This is an optimization exercise on Yosys and OpenROAD, whose aim is small area, a short achievable clock period and few clock cycles per item, not a production implementation.
Where RTL was checked, it was by simulation tests only, not by an equivalence proof against the original.
Function not checked in runs 2 to 5: the RTL went through the layout flow alone.

`design/flow/design.v`:
```
module feistel_core (
    input  wire         clk,
    input  wire         rst,       
    input  wire         start,     
    input  wire         alg,       
    input  wire         dir,       
    input  wire         chain,     
    input  wire         first,     
    input  wire [127:0] key,       
    input  wire [63:0]  iv,        
    input  wire [63:0]  din,       
    output wire         ready,
    output wire         done,      
    output wire [63:0]  dout       
);
    localparam [31:0] DELTA = 32'h9e3779b9;
    function [31:0] bswap(input [31:0] x);
        bswap = {x[7:0], x[15:8], x[23:16], x[31:24]};
    endfunction
    reg         busy;
    reg         done_r;
    reg         ready_r;       
    reg  [5:0]  h;             
    reg         alg_r, dir_r, chain_r;
    reg  [31:0] k0, k1, k2, k3;
    reg  [31:0] ta, sb;        
    reg  [63:0] prev;          
    reg  [63:0] last_ct;       
    reg         out_enc;       
    wire [63:0] prev_in = first ? iv : last_ct;
    wire [63:0] blk_in  = (chain && !dir) ? (din ^ prev_in) : din;
    wire [31:0] in_v0   = bswap(blk_in[31:0]);
    wire [31:0] in_v1   = bswap(blk_in[63:32]);
    wire [31:0] sum_tab [0:32];
    genvar gi;
    generate
        for (gi = 0; gi <= 32; gi = gi + 1) begin : g_tab
            assign sum_tab[gi] = gi * DELTA;
        end
    endgenerate
    wire [5:0]  q      = {1'b0, h[5:1]} + {5'd0, alg_r ? dir_r : h[0]};
    wire [5:0]  m_n    = dir_r ? (6'd32 - q) : (q + 6'd1);
    wire [31:0] s_n    = sum_tab[m_n];
    wire        tgt1_n = ~h[0] ^ dir_r;
    wire [1:0]  kidx_n = alg_r ? (tgt1_n ? s_n[12:11] : s_n[1:0]) : {tgt1_n, 1'b0};
    reg  [31:0] s_r;
    reg  [1:0]  kidx_r;
    reg         tgt1_r;
    reg         last_r;
    reg         first_r;
    always @(posedge clk) begin
        if (busy) begin
            s_r    <= s_n;
            kidx_r <= kidx_n;
            tgt1_r <= tgt1_n;
            last_r <= (h == 6'd62);
            first_r <= 1'b0;
        end else begin
            s_r    <= dir ? 32'hc6ef3720 : (alg ? 32'd0 : DELTA);
            kidx_r <= {dir, 1'b0};
            tgt1_r <= dir;
            last_r <= 1'b0;
            first_r <= 1'b1;
        end
    end
    wire        tgt1 = tgt1_r;
    wire        last = last_r;
    wire [31:0] s = s_r;
    reg  [31:0] kx;
    always @* begin
        case (kidx_r)
            2'd0:    kx = k0;
            2'd1:    kx = k1;
            2'd2:    kx = k2;
            default: kx = k3;
        endcase
    end
    wire [31:0] ky = tgt1 ? k3 : k1;
    wire [31:0] a1, a2, a3;
    feistel_add32 u_a1 (.a((sb << 4) ^ (alg_r ? (sb >> 5) : 32'd0)), .b(alg_r ? sb : kx),
                        .ci(1'b0), .y(a1));
    feistel_add32 u_a2 (.a(s), .b(alg_r ? kx : sb), .ci(1'b0), .y(a2));
    feistel_add32 u_a3 (.a(sb >> 5), .b(ky), .ci(1'b0), .y(a3));
    wire [31:0] f  = a1 ^ a2 ^ (alg_r ? 32'd0 : a3);
    wire [31:0] nb;
    feistel_add32 u_nb (.a(ta), .b(f ^ {32{dir_r}}), .ci(dir_r), .y(nb));
    wire [31:0] r_v0 = out_enc ? ta : sb;
    wire [31:0] r_v1 = out_enc ? sb : ta;
    wire [63:0] blk_out = {bswap(r_v1), bswap(r_v0)};
    assign dout  = blk_out ^ prev;
    assign ready = ready_r;
    assign done  = done_r;
    always @(posedge clk) begin
        if (rst) begin
            busy    <= 1'b0;
            ready_r <= 1'b1;
            done_r  <= 1'b0;
        end else begin
            done_r  <= busy && last;
            if (!busy) begin
                busy    <= start;
                ready_r <= !start;
            end else if (last) begin
                busy    <= 1'b0;
                ready_r <= 1'b1;
            end
        end
    end
    always @(posedge clk) begin
        h <= busy ? (h + 6'd1) : 6'd0;
        out_enc <= !dir_r;
        if (!busy) begin
            alg_r   <= alg;
            dir_r   <= dir;
            chain_r <= chain;
            k0      <= bswap(key[31:0]);
            k1      <= bswap(key[63:32]);
            k2      <= bswap(key[95:64]);
            k3      <= bswap(key[127:96]);
            ta      <= dir ? in_v1 : in_v0;
            sb      <= dir ? in_v0 : in_v1;
            prev    <= (chain && dir) ? prev_in : 64'd0;
        end else begin
            ta      <= sb;
            sb      <= nb;
        end
        if (busy && (dir_r ? first_r : last))
            last_ct <= {bswap(dir_r ? ta : nb), bswap(sb)};
    end
endmodule
module feistel_add32 (
    input  wire [31:0] a, b,
    input  wire        ci,
    output wire [31:0] y
);
    wire [31:0] p = a ^ b;
    wire [31:0] g0 = (a & b) | {31'd0, p[0] & ci};
    wire [31:0] t0 = p;
    wire [31:0] g1, t1, g2, t2, g3, t3, g4, t4, g5, t5;
    genvar i;
    generate
        for (i = 0; i < 32; i = i + 1) begin : g_l1
            if (i & 1) begin : g_c
                assign g1[i] = g0[i] | (t0[i] & g0[i - 1]);
                assign t1[i] = t0[i] & t0[i - 1];
            end else begin : g_p
                assign g1[i] = g0[i];
                assign t1[i] = t0[i];
            end
        end
        for (i = 0; i < 32; i = i + 1) begin : g_l2
            if (i & 2) begin : g_c
                assign g2[i] = g1[i] | (t1[i] & g1[(i & ~3) + 1]);
                assign t2[i] = t1[i] & t1[(i & ~3) + 1];
            end else begin : g_p
                assign g2[i] = g1[i];
                assign t2[i] = t1[i];
            end
        end
        for (i = 0; i < 32; i = i + 1) begin : g_l3
            if (i & 4) begin : g_c
                assign g3[i] = g2[i] | (t2[i] & g2[(i & ~7) + 3]);
                assign t3[i] = t2[i] & t2[(i & ~7) + 3];
            end else begin : g_p
                assign g3[i] = g2[i];
                assign t3[i] = t2[i];
            end
        end
        for (i = 0; i < 32; i = i + 1) begin : g_l4
            if (i & 8) begin : g_c
                assign g4[i] = g3[i] | (t3[i] & g3[(i & ~15) + 7]);
                assign t4[i] = t3[i] & t3[(i & ~15) + 7];
            end else begin : g_p
                assign g4[i] = g3[i];
                assign t4[i] = t3[i];
            end
        end
        for (i = 0; i < 32; i = i + 1) begin : g_l5
            if (i & 16) begin : g_c
                assign g5[i] = g4[i] | (t4[i] & g4[15]);
                assign t5[i] = t4[i] & t4[15];
            end else begin : g_p
                assign g5[i] = g4[i];
                assign t5[i] = t4[i];
            end
        end
    endgenerate
    assign y = p ^ {g5[30:0], ci};
endmodule
```
`design/flow/flow/run.sh`:
```
#!/bin/bash
# The standard layout, with the smallest buffer on each port in place of the
# delay buffer that buffer_ports picks by default, timing repair aiming for a
# shorter period than the clock's, and adders left to ABC (no full/half adder
# cell extraction).
bash standard.sh ADDER_MAP_FILE= BUFFER_PORTS_ARGS="-buffer_cell sky130_fd_sc_hd__buf_1" SETUP_SLACK_MARGIN=14 finish > standard.log 2>&1
```
`design/flow/standard.sh`:
```
#!/bin/bash
# synth_recipe.tcl (not shown) runs the flow's synth.tcl, then flattens the netlist and writes it again
# the make line also repeats each setting of config.mk as NAME=value (left out here)
make -C /OpenROAD-flow-scripts/flow DESIGN_CONFIG=/design/flow/config.mk WORK_HOME=/design/flow/orfs CLKGATE_MAP_FILE= SYNTH_SCRIPT=/design/flow/synth_recipe.tcl "${@:-finish}"
```
`design/flow/config.mk`:
```
export PLATFORM = sky130hd
export DESIGN_NAME = feistel_core
export DESIGN_NICKNAME = feistel_core
export VERILOG_FILES = /design/flow/design.v
export SDC_FILE = /design/flow/constraint.sdc
export NUM_CORES = 4
export LEC_CHECK = 0
export CAP_MARGIN = 20
export CORE_MARGIN = 2
export CORE_UTILIZATION = 40
export SLEW_MARGIN = 20
```
`design/flow/constraint.sdc`:
```
create_clock -name core_clock -period 20.0 [get_ports {clk}]
set_input_delay 4.0000 -clock core_clock [delete_from_list [all_inputs] [get_ports {clk}]]
set_output_delay 4.0000 -clock core_clock [all_outputs]
set_load 0.01 [all_outputs]
```
==> metrics.md, run 1 <==
| Metric | Value |
|---|---|
| Most frequent cells in the layout | `xnor2_1 (336), buf_1 (325), edfxtp_1 (258)` |
| Router iterations before antenna repair | `8` |
| Drt wl/cell | `21.9 um` |
| Cells after Synth | `roughly 2700` |
| Reg2Reg Setup Slack | `13.56 ns` |
| Storage element area | `about 10000 um^2` |
| # fillers | `5821` |
| GR Util All Layers | `0.245` |
| TritonCTS clock tree | `yes` |
| Post-synth ARST share | `0` |
| Worst R2R Path Depth | `24` |
| Clock root cell | `clkbuf_16` |
| Worst setup path end | `last_ct[37]` |
| Final Setup Violations | `0` |
| H-tree levels | `2` |
| Startpoint Class | `flip-flop` |
| I/O pin cnt | `329` |
| Initial Util | `0.405` |
| Worst-path clk slew | `0.07 ns` |
| Critical path fanouts, max | `4` |
| Clock Skew | `0.0301 ns` |
| Hold WC Path Type | `reg2reg` |
| Number of synthesized register bits | `369` |
| Mapped Area | `roughly 26000 um^2` |
| Post-synth cell types | `94` |
| Mapped Nets | `a little under 3000` |
| MaxCap Viol Count | `0` |
| Vias per cell | `5.58` |
| Worst-margin pin slew | `1.03 ns` |
| Outcome | `finished clean` |
| Initial antenna violation count | `3` |
| Core Area | `63200 um^2` |
| DIE AREA | `~66000 um^2` |
| Post-route DRC | `0` |
| Hold Violations, Final | `0` |
| Vias | `about 22000` |
| Clock sinks | `369` |
| Max_slew headroom | `0.313` |
| Die Y-Extent | `257 um` |
| # placed instances | `3700` |
| Post-DP HPWL | `approximately 60000 um` |
| CTS Hold Bufs | `0` |
| Synthesized area per cell | `9.61 um^2` |
| Area of the multi-input gates | `15500 um^2` |
| Share of cells above drive strength 1 | `0.154` |
| Ys Warns | `1` |
| Crit path launch | `kidx_r[0]` |
| Antenna Nets Post-Route | `0` |
| Worst R2R End | `last_ct[37]` |
| Critical path class | `reg2reg` |
| Dpl cell area | `27600 um^2` |
| Reg-to-reg critical path startpoint | `kidx_r[0]` |
| Crit. End Element | `flip-flop` |
| CTS max path bufs | `3` |
| Fin nets | `3243` |
| Final GP Congestion | `roughly 0.94` |
| Commonest non-fill, non-tap cell in the layout | `xnor2_1` |
| RSZ-0062 raised after global routing | `yes` |
| Vias in the first global route | `between 20000 and 25000` |
| Gr ovfl total | `0` |
| Tcrit/Tclk final | `0.322` |
| Clock latency (worst-skew pair) | `0.61 ns` |
| Hold slack | `0.470 ns` |
| Detailed Route WL | `84400 um` |
| EDFF count, synth | `258` |
| Total negative setup slack | `0 ns` |
| Seq/Total Area, Yosys | `0.389` |
| Fmax | `155 MHz` |
| TritonCTS buffer count | `between 40 and 50` |
| Non-filler cells, final | `3862` |
| Input/output buffers | `328` |
| # rows | `92` |
| CP required | `20.33 ns` |
| Final Util | `0.486` |
| Worst endpoint data arrival time | `approximately 6.8 ns` |
| Fin crit period | `6.44 ns` |
| Dominant synthesized flop cell | `edfxtp_1` |
| First-pass GRT wire length | `between 100000 and 150000 um` |
| Chip width | `257 um` |
| Area growth from synthesis to layout | `19.9%` |
| DR iter-0 viols | `2009` |
| Final Slew Violations | `0` |
| Final instance area | `between 30000 and 40000 um^2` |
| Largest net degree at the start of global routing | `102` |
==> cells by family (layout without fill, tap and decap cells) <==
| logic type | Yosys count | in the layout | share of synthesized area |
|---|---|---|---|
| flip-flops | 369 | 369 | 0.389 |
| multiplexers | 264 | 264 | 0.121 |
| other | 0 | 3 | 0 |
| buffers and inverters | 230 | 580 | 0.0356 |
| XOR/XNOR | 478 | 478 | 0.174 |
| AO/OA/AOI/OAI | 558 | 558 | 0.134 |
| AND/OR/NAND/NOR | 705 | 705 | 0.123 |
| adder cells (fa/ha/maj) | 59 | 59 | 0.0235 |
==> cell type report <==
cell class,count,area share
well taps,846,0.0345
multi-input cells,2064,0.507
repair buffers,447,0.0786
clock buffers,54,0.0373
diodes,3,0.000245
inverters,56,0.00721
clock inverters,23,0.00950
flip-flops and latches,369,0.326
==> worst max-delay path, stage by stage, from the launching register on <==
cell	delay [ns]
dfxtp_4	0.39
buf_12	0.14
mux4_2	0.54
mux2i_1	0.19
xor2_1	0.17
or2_1	0.29
or3_1	0.30
o31a_1	0.35
a21boi_2	0.28
buf_4	0.16
a21oi_2	0.05
xnor2_1	0.17
xnor3_2	0.29
maj3_2	0.31
maj3_2	0.31
maj3_2	0.33
o2bb2ai_4	0.15
o31ai_4	0.29
a211oi_4	0.11
a2111oi_4	0.23
o21bai_2	0.13
and3_4	0.20
maj3_2	0.33
mux2_4	0.32
xnor2_2	0.12
==> timing repair <==
action	CTS	global route
cloned	2	2
resized for setup	127	59
setup buffers	52	26
pin swaps	48	37
setup endpoints to repair	78	29
==> state kept, by name (all words and copies together) (netlist names) <==
name     count
alg_r        1
busy         1
dir_r        1
done_r       1
first_r      1
h            6
k0          32
k1          32
k2          32
k3          32
kidx_r       2
last_ct     64
last_r       1
out_enc      1
prev        64
ready_r      1
s_r         32
sb          32
ta          32
tgt1_r       1
==> stage by stage <==
step / setup slack [ns]
detailed placement: 12.56
CTS: 13.62
finish: 13.56
global route: 13.39
global placement: 12.70
floorplan: 13.92
==> how the worst min path moves through the flow <==
stage / start / end / slack (ns) / cells after the start
4_1_cts: ready_r / ready_r / 0.47 / 2
3_3_place_gp: ready_r / ready_r / 0.44 / 2
5_1_grt: ready_r / ready_r / 0.49 / 2
6_report: ready_r / ready_r / 0.47 / 2
2_1_floorplan: sb[24] / last_ct[0] / 0.41 / 0
3_5_place_dp: ready_r / ready_r / 0.46 / 2
==> routing by layer <==
metal / global-route usage / routed length (um) / vias to the layer above
met5: 0 / 0 / -
met4: 0.0732 / 2520 / 0
met2: 0.397 / 39000 / 856
met1: 0.338 / 37000 / 10400
li1: - / - / 10100
met3: 0.0359 / 5870 / 135
==> cells in the mapped netlist, types with 9 or more instances <==
cell        n  area, um^2
xnor3_1    17         383
o22ai_1    12        75.1
buf_2      14        70.1
a211oi_1   14         105
nor3_1     28         140
o21a_1     10        75.1
o31ai_1    16         120
nor2_1    239         897
edfxtp_1  258        7750
nand2_1   251         942
mux4_2     29         653
a21boi_0    9        67.6
nor2b_1    33         206
a31oi_1    26         163
o21ai_1    10        50.1
o21ai_0   174         871
and2_1     18         113
xor2_1     96         841
or3_1      38         238
inv_1      51         191
nand3_1    39         195
xnor2_1   362        3170
a21oi_1   177         886
buf_1      37         139
mux2i_1   165        1650
maj3_1     51         510
clkbuf_1  118         443
dfxtp_1   111        2220
or2_2       9        56.3
mux2_2     67         754
and3_1     11        68.8
Testbench counts, summed over its fixed seeds: cycles 49,928, blocks 768.
==> run 2, diff against run 1 <==
--- a/design/flow/design.v
+++ b/design/flow/design.v
@@ -46,3 +46,12 @@
     reg  [31:0] s_r;
-    reg  [1:0]  kidx_r;
+    reg  [31:0] kx_n;
+    always @* begin
+        case (kidx_n)
+            2'd0:    kx_n = k0;
+            2'd1:    kx_n = k1;
+            2'd2:    kx_n = k2;
+            default: kx_n = k3;
+        endcase
+    end
+    reg  [31:0] kx_r;
     reg         tgt1_r;
@@ -53,3 +62,3 @@
             s_r    <= s_n;
-            kidx_r <= kidx_n;
+            kx_r   <= kx_n;
             tgt1_r <= tgt1_n;
@@ -59,3 +68,3 @@
             s_r    <= dir ? 32'hc6ef3720 : (alg ? 32'd0 : DELTA);
-            kidx_r <= {dir, 1'b0};
+            kx_r   <= dir ? bswap(key[95:64]) : bswap(key[31:0]);
             tgt1_r <= dir;
@@ -68,11 +77,3 @@
     wire [31:0] s = s_r;
-    reg  [31:0] kx;
-    always @* begin
-        case (kidx_r)
-            2'd0:    kx = k0;
-            2'd1:    kx = k1;
-            2'd2:    kx = k2;
-            default: kx = k3;
-        endcase
-    end
+    wire [31:0] kx = kx_r;
     wire [31:0] ky = tgt1 ? k3 : k1;
==> design/flow/flow/run.sh (replaced) <==
#!/bin/bash
# The standard layout, with the smallest buffer on each port in place of the
# delay buffer that buffer_ports picks by default, and timing repair aiming
# for a shorter period than the clock's.
bash standard.sh BUFFER_PORTS_ARGS="-buffer_cell sky130_fd_sc_hd__buf_1" SETUP_SLACK_MARGIN=14 finish > standard.log 2>&1
==> run 2 against run 1 <==
  * Still clean
  * Clock-buffer cell count is 5 higher
  * Synthesized cell count fell by 0.64%
  * Flip-flop and latch count up 30
  * First-iteration DRC count is 2.7% lower
  * Via count rose by 0.80%
  * Die area grew 2.9%
  * Highest routed layer is now met5
==> metrics.md, run 2 <==
| Metric | Value |
|---|---|
| EDFF count, synth | `258 (unchanged)` |
| Top cells by count, synth | `nand2_1 (276), edfxtp_1 (258), xnor2_1 (248)` |
| Core Area | `65500 um^2 (+3.7%)` |
| Antenna Nets Post-Route | `0 (unchanged)` |
| CTS max path bufs | `3 (unchanged)` |
| Outcome | `finished clean` |
| Most frequent cells in the layout | `buf_1 (324), nand2_1 (276), edfxtp_1 (258)` |
| # rows | `94 (+2.2%)` |
| Vias in the first global route | `20900 (+0.24%)` |
| Router iterations before antenna repair | `7 (-1)` |
| Final Util | `0.481 (-0.00515)` |
| Post-route DRC | `0 (unchanged)` |
| Post-synth top area cell | `edfxtp_1` |
| Hold WC Path Type | `reg2reg` |
| Vias | `21700 (+0.80%)` |
| Initial antenna violation count | `1 (-2)` |
| Post-synth cell types | `86 (-8.5%)` |
| Critical path fanouts, max | `13 (+9)` |
| Seq/Total Area, Yosys | `0.401 (+0.0118)` |
| Crit. End Element | `output port` |
| Largest registers | `last_ct x64, prev x64` |
| Cells after Synth | `2646 (-0.64%)` |
| Mapped Area | `26300 um^2 (+2.9%)` |
| GR Util All Layers | `0.243 (-0.00174)` |
| Hold Violations, Final | `0 (unchanged)` |
| Synth top area share | `0.294 (-0.00852)` |
| Fin crit period | `5.99 ns (-0.451 ns)` |
| Commonest non-fill, non-tap cell in the layout | `buf_1` |
| Area growth from synthesis to layout | `19.5%` |
| Clock Skew | `0.0222 ns (-0.00793 ns)` |
| Gr ovfl total | `0 (unchanged)` |
| Share of cells above drive strength 1 | `0.153 (-0.00138)` |
| Final GP Congestion | `0.960 (+2.0%)` |
| Detailed Route WL | `86200 um (+2.1%)` |
| TritonCTS clock tree | `yes` |
| Input/output buffers | `328 (unchanged)` |
| Tcrit/Tclk final | `0.299 (-0.0226)` |
| Worst-margin pin slew | `1.05 ns (+0.0178 ns)` |
| Fmax | `167 MHz (+7.5%)` |
| Max_slew headroom | `0.301 (-0.0119)` |
| CP required | `16.00 ns (-4.33 ns)` |
| Die Y-Extent | `261 um (+1.4%)` |
| Worst R2R Path Depth | `22 (-8.3%)` |
| Vias per cell | `5.60 (+0.36%)` |
| DR iter-0 viols | `1954 (-2.7%)` |
| DIE AREA | `67900 um^2 (+2.9%)` |
| H-tree levels | `2 (unchanged)` |
| Area of the multi-input gates | `15500 um^2 (-0.56%)` |
| Chip width | `261 um (+1.4%)` |
| TritonCTS buffer count | `48 (+14%)` |
| Largest net degree at the start of global routing | `157 (+54%)` |
| Ys Warns | `1 (unchanged)` |
| Post-synth ARST share | `0 (unchanged)` |
| Final Setup Violations | `0 (unchanged)` |
| Clock sinks | `399 (+8.1%)` |
| # fillers | `6071 (+4.3%)` |
| Dominant synthesized flop cell | `edfxtp_1` |
| Top post-synthesis cells by area | `edfxtp_1 (29%), dfxtp_1 (11%), xnor2_1 (8.2%)` |
| Clock latency (worst-skew pair) | `0.61 ns (about the same)` |
| MaxCap Viol Count | `0 (unchanged)` |
| Fin nets | `3378 (+4.2%)` |
| Storage element area | `10600 um^2 (+5.7%)` |
| Drt wl/cell | `22.2 um (+1.7%)` |
| Worst-path clk slew | `0.05 ns (-0.02 ns)` |
| Critical path class | `reg2out` |
| Final Slew Violations | `0 (unchanged)` |
| Most common cell in the synthesized netlist | `nand2_1` |
| Total negative setup slack | `0 ns (unchanged)` |
| Worst endpoint data arrival time | `1.99 ns (-4.78 ns)` |
| Post-DP HPWL | `60600 um (+1.8%)` |
| Clock root cell | `clkbuf_16` |
| I/O pin cnt | `329 (unchanged)` |
| Number of synthesized register bits | `399 (+8.1%)` |
| Mapped Nets | `3050 (+4.2%)` |
| WHS Path Cells | `2 (unchanged)` |
| RSZ-0062 raised after global routing | `yes` |
| First-pass GRT wire length | `127000 um (+0.54%)` |
| Startpoint Class | `flip-flop` |
| Initial Util | `0.402 (-0.00299)` |
| Synthesized area per cell | `9.96 um^2 (+3.6%)` |
run 2: changes by cell type after synthesis, moves of 25 or more:
cell      change
mux2_2       +27
mux2i_1      -29
ha_1        +121
nor2_1       -77
maj3_1       -50
dfxtp_1      +30
mux4_2       -29
xnor2_1     -114
a211oi_2     +28
inv_1        +29
a21o_1       +39
a311oi_2     +29
a211oi_1     +27
nand2_1      +25
run 2: metrics by stage:
step	hold slack [ns]	worst slack, ns	area [um^2]	std cells
2_1_floorplan	0.431	14.01	26400	2646
3_3_place_gp	0.449	12.89	28300	3724
3_5_place_dp	0.451	12.79	28300	3724
4_1_cts	0.464	13.98	30600	3838
5_1_grt	0.481	13.89	31500	3878
6_report	0.467	14.01	31500	3879
run 2: final timing paths:
kind                start           to  slack (ns)
hold / removal    ready_r      ready_r        0.47
setup / recovery  out_enc     dout[23]       14.01
hold reg to reg   ready_r      ready_r        0.47
setup reg to reg   tgt1_r  last_ct[39]       14.08
run 2: layer usage:
layer / global-route usage / share of wire / up-vias
met5: 0 / 0.00015 / -
met2: 0.375 / 0.44 / 887
met3: 0.0378 / 0.068 / 136
li1: - / - / 10200
met4: 0.0659 / 0.024 / 2
met1: 0.353 / 0.46 / 10500
run 2: cells by family after synthesis:
kind of cell    synth area share
buf+inv                   0.0364
simple gates               0.116
xor+xnor                   0.113
flops                      0.401
fa+ha+maj                 0.0730
mux                       0.0919
compound gates             0.168
run 2: what timing repair did:
item                                    4_1_cts  5_1_grt
resized for setup                            47      103
cloned                                        7        4
endpoints found under the setup margin       89       25
setup buffers                                17       36
pin swaps                                    11       55
hold buffers                                  0        0
run 2: cell type report:
cell class	count	area share
antenna	1	0.0000795
clock inverter	31	0.0137
clock buffer	59	0.0408
inverter	81	0.0100
tap	864	0.0343
timing repair buffer	425	0.0738
multi-input combinational	2019	0.491
sequential	399	0.336
run 2: critical path, cell delays in order, from the launching register on:
cell and delay [ns]:
dfxtp_4 0.49, clkbuf_16 0.26, mux2i_1 0.24, xnor2_1 0.18, buf_1 0.21
==> run 3, diff against run 2 <==
--- a/design/flow/design.v
+++ b/design/flow/design.v
@@ -28,3 +28,2 @@
     reg  [63:0] last_ct;       
-    reg         out_enc;       
     wire [63:0] prev_in = first ? iv : last_ct;
@@ -58,2 +57,3 @@
     reg         last_r;
+    reg         last_dec;
     reg         first_r;
@@ -65,2 +65,3 @@
             last_r <= (h == 6'd62);
+            last_dec <= (h == 6'd62) && dir_r;
             first_r <= 1'b0;
@@ -71,2 +72,3 @@
             last_r <= 1'b0;
+            last_dec <= 1'b0;
             first_r <= 1'b1;
@@ -87,6 +89,3 @@
     feistel_add32 u_nb (.a(ta), .b(f ^ {32{dir_r}}), .ci(dir_r), .y(nb));
-    wire [31:0] r_v0 = out_enc ? ta : sb;
-    wire [31:0] r_v1 = out_enc ? sb : ta;
-    wire [63:0] blk_out = {bswap(r_v1), bswap(r_v0)};
-    assign dout  = blk_out ^ prev;
+    assign dout  = {bswap(sb), bswap(ta)} ^ prev;
     assign ready = ready_r;
@@ -111,3 +110,2 @@
         h <= busy ? (h + 6'd1) : 6'd0;
-        out_enc <= !dir_r;
         if (!busy) begin
@@ -123,2 +121,4 @@
             prev    <= (chain && dir) ? prev_in : 64'd0;
+        end else if (last_dec) begin
+            ta      <= nb;
         end else begin
==> design/flow/flow/run.sh (replaced) <==
#!/bin/bash
# The standard layout, with the smallest buffer on each port in place of the
# delay buffer that buffer_ports picks by default, and timing repair aiming
# for a shorter period than the clock's.
bash standard.sh BUFFER_PORTS_ARGS="-buffer_cell sky130_fd_sc_hd__buf_1" SETUP_SLACK_MARGIN=14.5 CTS_CLUSTER_SIZE=30 CTS_CLUSTER_DIAMETER=80 finish > standard.log 2>&1
==> run 3 against run 2 <==
  * Register-to-register slack lost 0.15 ns
  * First-iteration DRC count shrank 4.2%
  * Area after synthesis shrank 1.6%
  * Clock-buffer cell count shrank 33
  * Sequential share of layout area grew 1.7 points
  * Via count shrank 2.5%
  * Clock skew grew 0.020 ns
  * Flip-flop and latch count is the same
  * Critical endpoint is now ta[31]
  * Largest cell class unchanged
==> metrics.md, run 3 <==
| Metric | Value |
|---|---|
| Critical path fanouts, max | `7 (-6)` |
| Most frequent cells in the layout | `buf_1 (298), edfxtp_1 (290), a21oi_1 (186)` |
| Clock Skew | `0.0420 ns (+0.0198 ns)` |
| Drt wl/cell | `23.7 um (+6.6%)` |
| Storage element area | `10900 um^2 (+3.0%)` |
| Max_slew headroom | `0.259 (-0.0428)` |
| GR Util All Layers | `0.261 (+0.0180)` |
| PnR worst setup slack | `13.93 ns (-0.0834 ns)` |
| Fin crit period | `6.07 ns (+0.0834 ns)` |
| MaxCap Viol Count | `0 (unchanged)` |
| Hold slack | `0.459 ns (-0.00852 ns)` |
| Clock latency (worst-skew pair) | `0.62 ns (about the same)` |
| Area of the multi-input gates | `14800 um^2 (-4.4%)` |
| Initial Util | `0.404 (+0.00152)` |
| Hold WC Path Type | `reg2reg` |
| Hold Violations, Final | `0 (unchanged)` |
| Final Setup Violations | `0 (unchanged)` |
| Cells after Synth | `2538 (-4.1%)` |
| H-tree levels | `1 (-1)` |
| Antenna Nets Post-Route | `0 (unchanged)` |
| Router iterations before antenna repair | `5 (-2)` |
| Mapped Nets | `2942 (-3.5%)` |
| Post-synth ARST share | `0 (unchanged)` |
| XOR/XNOR share of the synthesized area | `0.117 (+0.00365)` |
| CTS Hold Bufs | `0 (unchanged)` |
| Largest registers | `last_ct x64, prev x64` |
| Post-synthesis simple-gate area fraction | `0.100 (-0.0158)` |
| TritonCTS clock tree | `yes` |
| CTS max path bufs | `3 (unchanged)` |
| # fillers | `6056 (-0.25%)` |
| Seq/Total Area, Yosys | `0.420 (+0.0188)` |
| Ys Warns | `1 (unchanged)` |
| Detailed Route WL | `89900 um (+4.4%)` |
| Crit. End Element | `flip-flop` |
| Worst-path clk slew | `0.11 ns (+0.06 ns)` |
| DR iter-0 viols | `1871 (-4.2%)` |
| Vias per cell | `5.57 (-0.41%)` |
| RSZ-0062 raised after global routing | `yes` |
| Top cells by count, synth | `edfxtp_1 (290), a21oi_1 (204), nor2_1 (188)` |
| WHS Path Cells | `2 (unchanged)` |
| Final GP Congestion | `0.983 (+2.3%)` |
| Input/output buffers | `328 (unchanged)` |
| Vias | `21200 (-2.5%)` |
| Pre-CTS setup slack | `13.14 ns (+0.345 ns)` |
| Total negative setup slack | `0 ns (unchanged)` |
| Post-Synth Adder-Cell Area | `0.0738 (+0.000788)` |
| Clock root cell | `clkbuf_16` |
| # rows | `93 (-1.1%)` |
| Area growth from synthesis to layout | `19.1%` |
| TritonCTS buffer count | `25 (-48%)` |
| Commonest non-fill, non-tap cell in the layout | `buf_1` |
| Worst-margin pin slew | `1.10 ns (+0.0563 ns)` |
| Largest net degree at the start of global routing | `80 (-49%)` |
| Chip width | `259 um (-0.78%)` |
| Top post-synthesis cells by area | `edfxtp_1 (34%), dfxtp_1 (8.4%), ha_1 (5.8%)` |
| Post-synth cell types | `84 (-2.3%)` |
| Startpoint Class | `flip-flop` |
| Outcome | `finished clean` |
| Final Util | `0.481 (about the same)` |
| I/O pin cnt | `329 (unchanged)` |
| Post-DP HPWL | `65000 um (+7.2%)` |
| CP required | `20.52 ns (+4.52 ns)` |
| Core Area | `64200 um^2 (-2.0%)` |
| Post-synthesis mux area share | `0.0990 (+0.00712)` |
| Worst R2R Path Depth | `25 (+14%)` |
| Fin nets | `3327 (-1.5%)` |
| EDFF count, synth | `290 (+12%)` |
| Share of cells above drive strength 1 | `0.177 (+0.0245)` |
| Synthesized area per cell | `10.2 um^2 (+2.6%)` |
| Fmax | `165 MHz (-1.4%)` |
| Clock sinks | `399 (unchanged)` |
| Tcrit/Tclk final | `0.304 (+0.00417)` |
| Most common cell in the synthesized netlist | `edfxtp_1` |
| Final Slew Violations | `0 (unchanged)` |
| Vias in the first global route | `20900 (-0.18%)` |
| Synth top area share | `0.336 (+0.0418)` |
| Dominant synthesized flop cell | `edfxtp_1` |
| Post-synthesis compound-gate area fraction | `0.153 (-0.0150)` |
| Mapped Area | `25900 um^2 (-1.6%)` |
| Post-synth top area cell | `edfxtp_1` |
| DIE AREA | `66900 um^2 (-1.6%)` |
| Worst endpoint data arrival time | `6.59 ns (+4.60 ns)` |
| Gr ovfl total | `0 (unchanged)` |
| First-pass GRT wire length | `133000 um (+5.0%)` |
| Critical path class | `reg2reg` |
| Number of synthesized register bits | `399 (unchanged)` |
| Largest family of logic cells by synthesized area | `compound AO/OA/AOI/OAI gates` |
| Initial antenna violation count | `3 (+2)` |
| Post-route DRC | `0 (unchanged)` |
| Die Y-Extent | `259 um (-0.78%)` |
-- run 3: cell types whose count changed after synthesis, sizes merged, moves of 29 or more --
cell	previous run	this run
nand2	276	179
xor2	76	166
xnor2	250	171
and2	39	5
a311oi	33	1
and3	7	39
dfxtp	141	109
edfxtp	258	290
a21oi	176	205
-- run 3: metrics by stage --
step	instance area, um^2	instances
3_3_place_gp	28000	3622
6_report	30900	3797
5_1_grt	30900	3796
2_1_floorplan	26100	2538
4_1_cts	30400	3772
3_5_place_dp	28000	3622
-- run 3: area by class of cell --
cell class	instances	share of cell area
antenna	1	0.0000810
clock buffer	26	0.0204
clock inverter	19	0.0112
inverter	85	0.0107
multi-input combinational	1916	0.479
sequential	399	0.353
tap	855	0.0346
timing repair buffer	496	0.0913
-- run 3: repair_timing --
action	in CTS	in global routing
pin swaps	60	47
setup buffers	102	24
gates cloned	3	0
resized for setup	119	77
setup endpoints to repair	172	139
-- run 3: worst paths after layout --
check / from / endpoint / slack [ns]
worst max-delay path: alg_r / ta[31] / 13.93
worst min-delay path: ready_r / ready_r / 0.46
worst max register to register: alg_r / ta[31] / 13.93
worst min register to register: ready_r / ready_r / 0.46
-- run 3: logic make-up (layout without fill, tap and decap cells) --
family | after synthesis | after routing
mux | 243 | 243
other cells | 0 | 1
compound gates | 626 | 626
fa+ha+maj | 141 | 141
xor+xnor | 339 | 339
flops | 399 | 399
buf+inv | 223 | 626
simple gates | 567 | 567
-- run 3: critical path: stages (launching register included) --
cell	delay, ns
edfxtp_1	0.45
buf_12	0.17
mux2_4	0.31
ha_4	0.17
fa_2	0.39
a211o_1	0.30
o211ai_1	0.14
a21oi_2	0.15
a21oi_2	0.19
o21ai_2	0.09
a21o_1	0.21
fa_1	0.45
xnor2_1	0.15
xnor2_1	0.28
xnor2_2	0.19
ha_4	0.26
and4_4	0.19
a211oi_2	0.18
o21a_1	0.17
o211a_4	0.18
nor3_4	0.05
o41ai_4	0.34
xnor2_1	0.20
xnor3_2	0.33
buf_4	0.16
a211o_1	0.28
-- run 3: layer usage --
layer,vias up,GRT usage,share of wire
met5,-,0,0.00014
met4,2,0.0689,0.027
met1,10400,0.359,0.43
li1,9868,-,-
met3,112,0.0251,0.062
met2,744,0.440,0.48
==> run 4, diff against run 3 <==
==> design/flow/flow/run.sh (replaced) <==
#!/bin/bash
# The standard layout, with the smallest buffer on each port in place of the
# delay buffer that buffer_ports picks by default, and timing repair aiming
# for a shorter period than the clock's.
bash standard.sh BUFFER_PORTS_ARGS="-buffer_cell sky130_fd_sc_hd__buf_1" SETUP_SLACK_MARGIN=14 CTS_CLUSTER_SIZE=30 CTS_CLUSTER_DIAMETER=80 finish > standard.log 2>&1
==> run 4 against run 3 <==
  * Critical endpoint is now sb[31]
  * First-iteration DRC count decreased by 3.6%
  * Sequential share of layout area increased by 1.2 points
==> metrics.md, run 4 <==
| Metric | Value |
|---|---|
| DR iter-0 viols | `1803 (-3.6%)` |
| Fmax | `162 MHz (-1.5%)` |
| Post-DP HPWL | `64100 um (-1.3%)` |
| Core Area | `64200 um^2 (unchanged)` |
| Vias in the first global route | `20400 (-2.6%)` |
| Area growth from synthesis to layout | `15.2%` |
| Largest net degree at the start of global routing | `87 (+8.8%)` |
| CTS Hold Bufs | `0 (unchanged)` |
| Initial Util | `0.404 (unchanged)` |
| CP required | `20.36 ns (-0.16 ns)` |
| Total negative setup slack | `0 ns (unchanged)` |
| Die Y-Extent | `259 um (unchanged)` |
| Fin crit period | `6.16 ns (+0.0929 ns)` |
| Startpoint Class | `flip-flop` |
| Clock root cell | `clkbuf_16` |
| Worst endpoint data arrival time | `6.52 ns (-0.07 ns)` |
| Share of cells above drive strength 1 | `0.130 (-0.0469)` |
| Metal2 WL | `41900 um (-2.5%)` |
| Post-synthesis compound-gate area fraction | `0.153 (unchanged)` |
| Post-Synth Adder-Cell Area | `0.0738 (unchanged)` |
| Hold Violations, Final | `0 (unchanged)` |
| Post-route DRC | `0 (unchanged)` |
| MaxCap Viol Count | `0 (unchanged)` |
| Final Util | `0.465 (-0.0158)` |
| Hold WC Path Type | `reg2reg` |
| Area of the multi-input gates | `14500 um^2 (-1.7%)` |
| Most frequent cells in the layout | `buf_1 (325), edfxtp_1 (290), a21oi_1 (192)` |
| Clock Skew | `0.0779 ns (+0.0359 ns)` |
| Detailed Route WL | `86600 um (-3.7%)` |
| Max_slew headroom | `0.300 (+0.0418)` |
| CTS max path bufs | `3 (unchanged)` |
| Vias | `20700 (-2.1%)` |
| Antenna Nets Post-Route | `0 (unchanged)` |
| Synthesized area per cell | `10.2 um^2 (unchanged)` |
| Tcrit/Tclk final | `0.308 (+0.00465)` |
| GR Util All Layers | `0.251 (-0.0100)` |
| Commonest non-fill, non-tap cell in the layout | `buf_1` |
| First-pass GRT wire length | `128000 um (-3.3%)` |
| Critical path fanouts, max | `8 (+1)` |
| Final Setup Violations | `0 (unchanged)` |
| # rows | `93 (unchanged)` |
| Chip width | `259 um (unchanged)` |
| DR top layer | `met4` |
| Post-synth ARST share | `0 (unchanged)` |
| Drt wl/cell | `23.3 um (-1.7%)` |
| Vias per cell | `5.57 (about the same)` |
| RSZ-0062 raised after global routing | `yes` |
| Gr ovfl total | `0 (unchanged)` |
| Critical path class | `reg2reg` |
| Ant diodes | `0 (-1)` |
| Worst-path clk slew | `0.11 ns (about the same)` |
| Storage element area | `10900 um^2 (about the same)` |
| Post-Route M1 WL | `37500 um (-3.6%)` |
| TritonCTS clock tree | `yes` |
| Cells after Synth | `2538 (unchanged)` |
| Most common cell in the synthesized netlist | `edfxtp_1` |
| Outcome | `finished clean` |
| DIE AREA | `66900 um^2 (unchanged)` |
| Mapped Area | `25900 um^2 (unchanged)` |
| Worst-margin pin slew | `1.04 ns (-0.0644 ns)` |
| Post-synthesis simple-gate area fraction | `0.100 (unchanged)` |
| Largest family of logic cells by synthesized area | `compound AO/OA/AOI/OAI gates` |
| Dominant synthesized flop cell | `edfxtp_1` |
| Synth top area share | `0.336 (unchanged)` |
| Router iterations before antenna repair | `6 (+1)` |
| Top post-synthesis cells by area | `edfxtp_1 (34%), dfxtp_1 (8.4%), ha_1 (5.8%)` |
| EDFF count, synth | `290 (unchanged)` |
| Mapped Nets | `2942 (unchanged)` |
| Post-synth top area cell | `edfxtp_1` |
| Input/output buffers | `328 (unchanged)` |
| Ys Warns | `1 (unchanged)` |
| I/O pin cnt | `329 (unchanged)` |
| H-tree levels | `1 (unchanged)` |
| Post-synthesis mux area share | `0.0990 (unchanged)` |
| Initial antenna violation count | `0 (-3)` |
| Met3 routed WL | `4930 um (-11%)` |
| XOR/XNOR share of the synthesized area | `0.117 (unchanged)` |
| Top cells by count, synth | `edfxtp_1 (290), a21oi_1 (204), nor2_1 (188)` |
| Clock sinks | `399 (unchanged)` |
| # fillers | `6113 (+0.94%)` |
| Crit. End Element | `flip-flop` |
| Post-synth cell types | `84 (unchanged)` |
| Final GP Congestion | `0.984 (+0.15%)` |
| Fin nets | `3249 (-2.3%)` |
| Clock latency (worst-skew pair) | `0.63 ns (about the same)` |
| Seq/Total Area, Yosys | `0.420 (unchanged)` |
| TritonCTS buffer count | `25 (unchanged)` |
| Number of synthesized register bits | `399 (unchanged)` |
| Largest registers | `last_ct x64, prev x64` |
| Final Slew Violations | `0 (unchanged)` |
-- run 4: what timing repair did --
item / in CTS / in global routing
endpoints found under the setup margin: 93 / 66
setup buffers: 23 / 23
cloned: 5 / 0
pin swaps: 46 / 36
resized for setup: 55 / 38
-- run 4: worst paths after layout --
kind / cells after the start / end / slack [ns] / start
min reg2reg: 2 / ready_r / 0.46 / ready_r
max: 26 / sb[31] / 13.84 / alg_r
min: 2 / ready_r / 0.46 / ready_r
max reg2reg: 26 / sb[31] / 13.84 / alg_r
-- run 4: layout make-up --
type | count | area share
repair buffers | 418 | 0.0716
clock buffers | 27 | 0.0212
inverters | 85 | 0.0111
flip-flops and latches | 399 | 0.365
clock inverters | 19 | 0.00930
well taps | 855 | 0.0358
multi-input cells | 1916 | 0.486
-- run 4: layer usage --
metal | up-vias | track usage
met2 | 733 | 0.430
li1 | 9732 | -
met3 | 105 | 0.0276
met5 | - | 0
met4 | 0 | 0.0639
met1 | 10100 | 0.338
-- run 4: worst max-delay path, cell delays in order, from the launching register on --
cell      delay [ns]
edfxtp_1        0.44
buf_12          0.18
buf_16          0.14
mux2_4          0.31
ha_4            0.16
fa_2            0.36
a211o_1         0.26
o211ai_1        0.13
a21oi_2         0.15
a21oi_2         0.17
o21ai_2         0.09
a21o_1          0.20
fa_1            0.46
xnor2_1         0.15
xnor2_1         0.28
xnor2_2         0.14
ha_1            0.33
and4_4          0.21
a211oi_2        0.18
o21a_1          0.20
o211a_4         0.19
nor3_4          0.05
o41ai_4         0.33
xnor2_1         0.19
xnor3_2         0.33
xor2_1          0.18
mux2i_1         0.09
-- run 4: logic make-up (layout without fill, tap and decap cells) --
kind of cell	Yosys count	count (layout)
XOR/XNOR	339	339
AND/OR/NAND/NOR	567	567
buffers and inverters	223	549
adder cells (fa/ha/maj)	141	141
multiplexers	243	243
AO/OA/AOI/OAI	626	626
flip-flops	399	399
-- run 4: per-stage QoR --
stage          setup slack [ns]  instances  instance area, um^2  hold slack, ns
6_report                  13.84       3719                29900           0.456
3_5_place_dp              12.49       3621                28000           0.449
2_1_floorplan             14.02       2538                26000           0.431
4_1_cts                   13.93       3695                29500           0.462
3_3_place_gp              12.66       3621                28000           0.447
5_1_grt                   13.63       3719                29900           0.496
==> run 5, diff against run 4 <==
--- a/design/flow/design.v
+++ b/design/flow/design.v
@@ -45,12 +45,3 @@
     reg  [31:0] s_r;
-    reg  [31:0] kx_n;
-    always @* begin
-        case (kidx_n)
-            2'd0:    kx_n = k0;
-            2'd1:    kx_n = k1;
-            2'd2:    kx_n = k2;
-            default: kx_n = k3;
-        endcase
-    end
-    reg  [31:0] kx_r;
+    reg  [3:0]  ksel_r;
     reg         tgt1_r;
@@ -62,3 +53,3 @@
             s_r    <= s_n;
-            kx_r   <= kx_n;
+            ksel_r <= 4'd1 << kidx_n;
             tgt1_r <= tgt1_n;
@@ -69,3 +60,3 @@
             s_r    <= dir ? 32'hc6ef3720 : (alg ? 32'd0 : DELTA);
-            kx_r   <= dir ? bswap(key[95:64]) : bswap(key[31:0]);
+            ksel_r <= dir ? 4'b0100 : 4'b0001;
             tgt1_r <= dir;
@@ -79,3 +70,4 @@
     wire [31:0] s = s_r;
-    wire [31:0] kx = kx_r;
+    wire [31:0] kx = ({32{ksel_r[0]}} & k0) | ({32{ksel_r[1]}} & k1) |
+                     ({32{ksel_r[2]}} & k2) | ({32{ksel_r[3]}} & k3);
     wire [31:0] ky = tgt1 ? k3 : k1;
==> run 5 against run 4 <==
  * Still clean on timing, DRC and antenna
  * Maximum frequency increased by 3.7%
  * Die area decreased by 6.0%
  * Non-clock buffer count decreased by 6
  * Flip-flop and latch count decreased by 28
  * Wire length decreased by 5.8%
  * Worst setup slack improved by 0.22 ns
  * Sequential share of layout area increased by 0.14 points
  * Critical endpoint unchanged
  * Highest routed layer is now met5
==> metrics.md, run 5 <==
| Metric | Value |
|---|---|
| DR iter-0 viols | `1842 (+2.2%)` |
| Hold_sp | `ready_r` |
| TritonCTS clock tree | `yes` |
| First-pass GRT wire length | `119000 um (-7.7%)` |
| Worst-margin pin slew | `1.12 ns (+0.0754 ns)` |
| Critical path fanouts, max | `9 (+1)` |
| Reg2Reg Setup Slack | `14.06 ns (+0.22 ns)` |
| Mapped Nets | `2812 (-4.4%)` |
| Max_slew headroom | `0.257 (-0.0439)` |
| Storage element area | `10300 um^2 (-5.0%)` |
| Clock sinks | `371 (-7.0%)` |
| Clock root cell | `clkbuf_16` |
| Top cells by count, synth | `edfxtp_1 (290), a21oi_1 (207), nand2_1 (201)` |
| Critical path class | `reg2reg` |
| Pre-CTS setup slack | `12.64 ns (+0.151 ns)` |
| CP required | `20.42 ns (+0.06 ns)` |
| Core Area | `60200 um^2 (-6.2%)` |
| Vias per cell | `5.70 (+2.3%)` |
| Most frequent cells in the layout | `buf_1 (325), edfxtp_1 (290), a21oi_1 (197)` |
| Mapped Area | `24300 um^2 (-6.1%)` |
| Fin nets | `3121 (-3.9%)` |
| Synth top area share | `0.358 (+0.0218)` |
| Final Util | `0.469 (+0.00415)` |
| Total negative setup slack | `0 ns (unchanged)` |
| WHS Path Cells | `2 (unchanged)` |
| # rows | `90 (-3.2%)` |
| Final Slew Violations | `0 (unchanged)` |
| EDFF count, synth | `290 (unchanged)` |
| Area growth from synthesis to layout | `16.1%` |
| Commonest non-fill, non-tap cell in the layout | `buf_1` |
| Initial antenna violation count | `1 (+1)` |
| Fin crit period | `5.94 ns (-0.223 ns)` |
| Hold Violations, Final | `0 (unchanged)` |
| Synthesized area per cell | `10.1 um^2 (-1.0%)` |
| I/O pin cnt | `329 (unchanged)` |
| Share of cells above drive strength 1 | `0.121 (-0.00958)` |
| Worst R2R End | `sb[31]` |
| Most common cell in the synthesized netlist | `edfxtp_1` |
| CTS Hold Bufs | `0 (unchanged)` |
| CTS max path bufs | `3 (unchanged)` |
| Worst R2R Path Depth | `26 (unchanged)` |
| Post-synth cell types | `73 (-13%)` |
| Chip width | `251 um (-3.0%)` |
| Number of synthesized register bits | `371 (-7.0%)` |
| Worst endpoint data arrival time | `6.36 ns (-0.16 ns)` |
| Post-route DRC | `0 (unchanged)` |
| Reg-to-reg critical path startpoint | `ksel_r[0]` |
| Cells after Synth | `2408 (-5.1%)` |
| Vias | `20000 (-3.2%)` |
| Startpoint Class | `flip-flop` |
| Top post-synthesis cells by area | `edfxtp_1 (36%), dfxtp_1 (6.7%), xnor2_1 (6.5%)` |
| H-tree levels | `1 (unchanged)` |
| PnR worst setup slack | `14.06 ns (+0.223 ns)` |
| Router iterations before antenna repair | `5 (-1)` |
| Post-DP HPWL | `58100 um (-9.4%)` |
| Initial Util | `0.404 (+0.000459)` |
| Clock latency (worst-skew pair) | `0.60 ns (-0.03 ns)` |
| Hold Path End | `ready_r` |
| Outcome | `finished clean` |
| Dominant synthesized flop cell | `edfxtp_1` |
| Ys Warns | `1 (unchanged)` |
| Fmax | `168 MHz (+3.7%)` |
| Drt wl/cell | `23.2 um (-0.35%)` |
| Die Y-Extent | `251 um (-3.0%)` |
| Detailed Route WL | `81600 um (-5.8%)` |
| Worst-path clk slew | `0.10 ns (about the same)` |
| Crit. End Element | `flip-flop` |
| # placed instances | `3420 (-5.6%)` |
| Tcrit/Tclk final | `0.297 (-0.0111)` |
| Largest net degree at the start of global routing | `92 (+5.7%)` |
| RSZ-0062 raised after global routing | `yes` |
| Clock Skew | `0.0277 ns (-0.0502 ns)` |
| Ant diodes | `0 (unchanged)` |
| Vias in the first global route | `19300 (-5.3%)` |
| Final GP Congestion | `0.941 (-4.4%)` |
| Antenna Nets Post-Route | `0 (unchanged)` |
| Non-filler cells, final | `3517 (-5.4%)` |
| Largest registers | `last_ct x64, prev x64` |
| Area of the multi-input gates | `13800 um^2 (-5.3%)` |
| Input/output buffers | `328 (unchanged)` |
| MaxCap Viol Count | `0 (unchanged)` |
| # fillers | `5605 (-8.3%)` |
| Hold WC Path Type | `reg2reg` |
| GR Util All Layers | `0.245 (-0.00602)` |
| Post-synth top area cell | `edfxtp_1` |
| Post-synth ARST share | `0 (unchanged)` |
| Gr ovfl total | `0 (unchanged)` |
| DIE AREA | `62900 um^2 (-6.0%)` |
| TritonCTS buffer count | `25 (unchanged)` |
| Final Setup Violations | `0 (unchanged)` |
| Seq/Total Area, Yosys | `0.424 (+0.00426)` |
## run 5: cell types whose count changed after synthesis, sizes merged, moves of 9 or more
| cell | previous run | this run |
|---|---|---|
| xnor2 | 171 | 182 |
| a31oi | 12 | 34 |
| mux2i | 136 | 77 |
| and3 | 39 | 7 |
| xor2 | 166 | 154 |
| a22oi | 0 | 67 |
| inv | 83 | 40 |
| dfxtp | 109 | 81 |
| nand2 | 179 | 203 |
| a21o | 49 | 39 |
| a211oi | 86 | 32 |
| o21a | 16 | 7 |
| o21ai | 181 | 159 |
## run 5: worst max path at each step
stage / start / end / slack, ns / cells after the start
6_report: ksel_r[0] / sb[31] / 14.06 / 26
4_1_cts: ksel_r[0] / sb[31] / 14.00 / 27
2_1_floorplan: alg_r / last_ct[39] / 14.02 / 28
3_5_place_dp: alg_r / last_ct[39] / 12.64 / 26
5_1_grt: ksel_r[2] / sb[31] / 13.84 / 29
3_3_place_gp: alg_r / sb[31] / 12.73 / 26
## run 5: stage by stage
stage / area, um^2 / hold WS [ns]
global placement: 26400 / 0.438
detailed placement: 26400 / 0.442
CTS: 27700 / 0.458
global route: 28300 / 0.483
floorplan: 24400 / 0.431
finish: 28300 / 0.454
## run 5: worst max-delay path, cell delays in order (launching register included)
cell,delay (ns)
dfxtp_4,0.36
buf_12,0.15
buf_6,0.17
a22oi_1,0.27
nand2_1,0.15
mux2_2,0.31
ha_1,0.36
a21oi_1,0.20
o21ai_0,0.27
a31o_4,0.32
a31oi_4,0.24
inv_2,0.06
fa_2,0.54
xor2_1,0.18
xnor2_1,0.15
xnor2_1,0.13
ha_2,0.35
nand2_1,0.08
nor2_4,0.13
nand2_2,0.10
o21ai_2,0.18
o21ai_2,0.10
a32oi_2,0.24
xnor2_1,0.16
xnor2_1,0.15
xnor3_1,0.27
mux2i_1,0.16
## run 5: layout make-up
cell class / instances / area share
well taps: 782 / 0.0346
repair buffers: 412 / 0.0742
multi-input cells: 1865 / 0.487
flip-flops and latches: 371 / 0.366
inverters: 42 / 0.00584
clock inverters: 18 / 0.00938
clock buffers: 27 / 0.0231
## run 5: layer usage
layer	track usage	vias to the layer above	routed length [um]
li1	-	9341	-
met1	0.350	9746	36100
met2	0.388	828	37200
met3	0.0357	123	6080
met4	0.0633	2	2210
met5	0	-	10
## run 5: what timing repair did
action	4_1_cts	5_1_grt
endpoints found under the setup margin	65	52
pin swaps	15	46
gates resized for setup	49	67
cloned	1	6
buffers inserted	16	29
## run 5: cells by family (layout without fill, tap and decap cells)
| family | count (synthesis) | in the layout | share of synthesized area |
|---|---|---|---|
| fa+ha+maj | 144 | 144 | 0.0799 |
| flops | 371 | 371 | 0.424 |
| buf+inv | 172 | 499 | 0.0268 |
| mux | 178 | 178 | 0.0784 |
| xor+xnor | 339 | 339 | 0.125 |
| compound gates | 632 | 632 | 0.160 |
| simple gates | 572 | 572 | 0.106 |
==> run 6, diff against run 5 <==
--- a/design/flow/design.v
+++ b/design/flow/design.v
@@ -28,2 +28,3 @@
     reg  [63:0] last_ct;       
+    reg         out_enc;       
     wire [63:0] prev_in = first ? iv : last_ct;
@@ -48,3 +49,2 @@
     reg         last_r;
-    reg         last_dec;
     reg         first_r;
@@ -56,3 +56,2 @@
             last_r <= (h == 6'd62);
-            last_dec <= (h == 6'd62) && dir_r;
             first_r <= 1'b0;
@@ -63,3 +62,2 @@
             last_r <= 1'b0;
-            last_dec <= 1'b0;
             first_r <= 1'b1;
@@ -81,3 +79,6 @@
     feistel_add32 u_nb (.a(ta), .b(f ^ {32{dir_r}}), .ci(dir_r), .y(nb));
-    assign dout  = {bswap(sb), bswap(ta)} ^ prev;
+    wire [31:0] r_v0 = out_enc ? ta : sb;
+    wire [31:0] r_v1 = out_enc ? sb : ta;
+    wire [63:0] blk_out = {bswap(r_v1), bswap(r_v0)};
+    assign dout  = blk_out ^ prev;
     assign ready = ready_r;
@@ -102,2 +103,3 @@
         h <= busy ? (h + 6'd1) : 6'd0;
+        out_enc <= !dir_r;
         if (!busy) begin
@@ -113,4 +115,2 @@
             prev    <= (chain && dir) ? prev_in : 64'd0;
-        end else if (last_dec) begin
-            ta      <= nb;
         end else begin
==> design/flow/flow/run.sh (replaced) <==
#!/bin/bash
# The standard layout, with the smallest buffer on each port in place of the
# delay buffer that buffer_ports picks by default, and timing repair aiming
# for a shorter period than the clock's.
bash standard.sh BUFFER_PORTS_ARGS="-buffer_cell sky130_fd_sc_hd__buf_1" SETUP_SLACK_MARGIN=14.5 CTS_CLUSTER_SIZE=30 CTS_CLUSTER_DIAMETER=80 finish > standard.log 2>&1
==> run 6 against run 5 <==
  * Sequential share of layout area is 2.4 points lower
  * Worst setup slack worse by 0.023 ns
  * Area after synthesis is 1.0% lower
  * Flip-flop and latch count stayed put
==> metrics.md, run 6 <==
| Metric | Value |
|---|---|
| Dpl cell area | `26000 um^2 (-1.4%)` |
| Router iterations before antenna repair | `5 (unchanged)` |
| Final GP Congestion | `0.928 (-1.4%)` |
| Post-synthesis compound-gate area fraction | `0.160 (-0.000456)` |
| Fin crit period | `5.96 ns (+0.0234 ns)` |
| Critical path class | `reg2out` |
| Final Slew Violations | `0 (unchanged)` |
| # fillers | `5438 (-3.0%)` |
| Mapped Area | `24100 um^2 (-1.0%)` |
| Antenna Nets Post-Route | `0 (unchanged)` |
| Outcome | `finished clean` |
| Chip width | `249 um (-0.51%)` |
| GR Util All Layers | `0.244 (-0.00134)` |
| Post-DP HPWL | `55900 um (-3.8%)` |
| Vias per cell | `5.67 (-0.45%)` |
| RSZ-0062 raised after global routing | `yes` |
| Met3 Use GR | `0.0474 (+0.0116)` |
| Top cells by count, synth | `edfxtp_1 (258), xnor2_1 (256), a21oi_1 (224)` |
| Clock Skew | `0.0231 ns (-0.00457 ns)` |
| Synth top area share | `0.322 (-0.0361)` |
| H-tree levels | `1 (unchanged)` |
| Synthesized area per cell | `9.86 um^2 (-2.5%)` |
| DIE AREA | `62200 um^2 (-1.0%)` |
| Post-synth ARST share | `0 (unchanged)` |
| Fmax | `168 MHz (-0.39%)` |
| Die Y-Extent | `249 um (-0.51%)` |
| Crit. End Element | `output port` |
| Final instance area | `29400 um^2 (+4.0%)` |
| DR iter-0 viols | `1597 (-13%)` |
| Cells after Synth | `2445 (+1.5%)` |
| Startpoint Class | `flip-flop` |
| CP required | `16.00 ns (-4.42 ns)` |
| Post-synthesis mux area share | `0.0936 (+0.0153)` |
| Max_slew headroom | `0.288 (+0.0316)` |
| Largest registers | `last_ct x64, prev x64` |
| # rows | `89 (-1.1%)` |
| Hold WC Path Type | `reg2reg` |
| Share of cells above drive strength 1 | `0.174 (+0.0534)` |
| Gr ovfl total | `0 (unchanged)` |
| Worst path cell trace | `buf_12 > clkbuf_16 > mux2i_1 > xnor2_1 > buf_2` |
| Worst-margin pin slew | `1.07 ns (-0.0483 ns)` |
| Met1 global-route usage | `0.355 (+0.00509)` |
| Slowest CP cell | `dfxtp_4` |
| Mapped Nets | `2849 (+1.3%)` |
| Commonest non-fill, non-tap cell in the layout | `buf_1` |
| Dominant synthesized flop cell | `edfxtp_1` |
| Number of synthesized register bits | `371 (unchanged)` |
| XOR/XNOR share of the synthesized area | `0.117 (-0.00768)` |
| Worst endpoint data arrival time | `1.96 ns (-4.40 ns)` |
| CTS max path bufs | `3 (unchanged)` |
| Core Area | `59200 um^2 (-1.7%)` |
| Seq/Total Area, Yosys | `0.415 (-0.00886)` |
| Largest family of logic cells by synthesized area | `compound AO/OA/AOI/OAI gates` |
| Vias in the first global route | `19700 (+2.0%)` |
| Critical path fanouts, max | `4 (-5)` |
| Largest net degree at the start of global routing | `98 (+6.5%)` |
| Post-synth top area cell | `edfxtp_1` |
| Hold Violations, Final | `0 (unchanged)` |
| Clock root cell | `clkbuf_16` |
| Clock sinks | `371 (unchanged)` |
| Vias | `20200 (+0.93%)` |
| I/O pin cnt | `329 (unchanged)` |
| Detailed Route WL | `79600 um (-2.4%)` |
| EDFF count, synth | `258 (-11%)` |
| CP peak stage delay | `0.43 ns (-0.11 ns)` |
| Most common cell in the synthesized netlist | `edfxtp_1` |
| Met2 usage | `0.364 (-0.0243)` |
| Post-synthesis simple-gate area fraction | `0.104 (-0.00103)` |
| Worst-path clk slew | `0.10 ns (about the same)` |
| Total negative setup slack | `0 ns (unchanged)` |
| MaxCap Viol Count | `0 (unchanged)` |
| Post-Synth Adder-Cell Area | `0.0799 (about the same)` |
| Top post-synthesis cells by area | `edfxtp_1 (32%), dfxtp_1 (9.4%), xnor2_1 (9.3%)` |
| Ys Warns | `1 (unchanged)` |
| Tcrit/Tclk final | `0.298 (+0.00117)` |
| Input/output buffers | `328 (unchanged)` |
| Fin nets | `3173 (+1.7%)` |
| TritonCTS buffer count | `25 (unchanged)` |
| TritonCTS clock tree | `yes` |
| Grt peak-use layer | `met2` |
| Final Util | `0.496 (+0.0269)` |
| Drt wl/cell | `22.3 um (-3.7%)` |
| Post-synth cell types | `78 (+6.8%)` |
| Area growth from synthesis to layout | `22.0%` |
| Initial antenna violation count | `8 (+7)` |
| First-pass GRT wire length | `118000 um (-0.83%)` |
| Most frequent cells in the layout | `buf_1 (262), edfxtp_1 (258), xnor2_1 (230)` |
| Initial Util | `0.407 (+0.00260)` |
| Post-route DRC | `0 (unchanged)` |
| Final Setup Violations | `0 (unchanged)` |
| Clock latency (worst-skew pair) | `0.58 ns (-0.02 ns)` |
==> run 6: area by class of cell <==
cell class	instances	area (um^2)	area share
Tap cell	773	967	0.0329
Inverter	40	164	0.00558
Clock inverter	16	293	0.00996
Antenna cell	7	17.5	0.000596
Timing Repair Buffer	443	2790	0.0950
Clock buffer	28	647	0.0220
Sequential cell	371	10100	0.342
Multi-Input combinational cell	1888	14500	0.492
==> run 6: final timing paths <==
kind                 end  cells past startpoint  slack (ns)     from
max             dout[35]                      5       14.04  out_enc
min              ready_r                      2        0.47  ready_r
max reg2reg  last_ct[38]                     25       14.21    sb[6]
min reg2reg      ready_r                      2        0.47  ready_r
==> run 6: logic make-up after synthesis <==
family / Yosys count
multiplexers: 217
AO/OA/AOI/OAI: 651
AND/OR/NAND/NOR: 562
buffers and inverters: 187
adder cells (fa/ha/maj): 142
flip-flops: 371
XOR/XNOR: 315
==> run 6: stage by stage <==
step	cells	setup slack (ns)	hold slack (ns)
2_1_floorplan	2445	14.40	0.431
3_3_place_gp	3427	13.29	0.459
3_5_place_dp	3427	13.19	0.466
4_1_cts	3533	14.08	0.482
5_1_grt	3566	13.94	0.515
6_report	3566	14.04	0.472
==> run 6: critical path, delay by kind of cell, from the launching register on <==
| family | cells | cell delay, ns |
|---|---|---|
| buffers and inverters | 3 | 0.52 |
| flip-flops | 1 | 0.43 |
| multiplexers | 1 | 0.21 |
| XOR/XNOR | 1 | 0.21 |
==> run 6: repair_timing <==
action / 4_1_cts / 5_1_grt
hold buffers: 0 / 0
pin swaps: 57 / 65
resized for setup: 205 / 130
endpoints found under the setup margin: 212 / 195
gates cloned: 11 / 6
setup buffers: 51 / 20
==> run 6: layer usage <==
| layer | part of all wire | routed length (um) |
|---|---|---|
| met1 | 0.46 | 36200 |
| met2 | 0.44 | 34900 |
| met3 | 0.082 | 6540 |
| met4 | 0.025 | 1980 |
| met5 | 0 | 0 |
Testbench counts of run 6, summed over its fixed seeds: cycles 49,928, blocks 768.

-- static timing again, ports no longer ideal --
The flow's constraints put no driver on any port. The routed layouts listed below were extracted and timed again, unchanged, in two steps.
Step 1 sets driving cells, clkbuf_16 on the clock port and buf_2 on the other inputs (assumed; they add their load-dependent delay and slew).
Step 2 also shifts input and output timing later by t, the mid clock arrival at the registers, as if the neighbouring blocks saw the same clock.
a / b / c = ideal / step 1 / step 2; a / b = the first two.
| run | t (ns) | setup slack, ns | worst register clock-pin slew, ns |
|---|---|---|---|
| run 1 | 0.653 | 13.562 / 13.562 / 13.562 | 0.07 / 0.07 |
| run 2 | 0.660 | 14.013 / 13.949 / 13.808 | 0.06 / 0.06 |
| run 3 | 0.663 | 13.930 / 13.930 / 13.781 | 0.12 / 0.12 |
| run 4 | 0.662 | 13.837 / 13.837 / 13.692 | 0.12 / 0.12 |
| run 5 | 0.646 | 14.059 / 14.059 / 13.578 | 0.11 / 0.11 |
| run 6 | 0.632 | 14.036 / 13.973 / 14.070 | 0.11 / 0.11 |
After both steps every run listed still meets setup and hold. For run 5, which loses most, drivers alone change the setup slack by 0.000 ns; drivers and shift together by -0.481 ns.
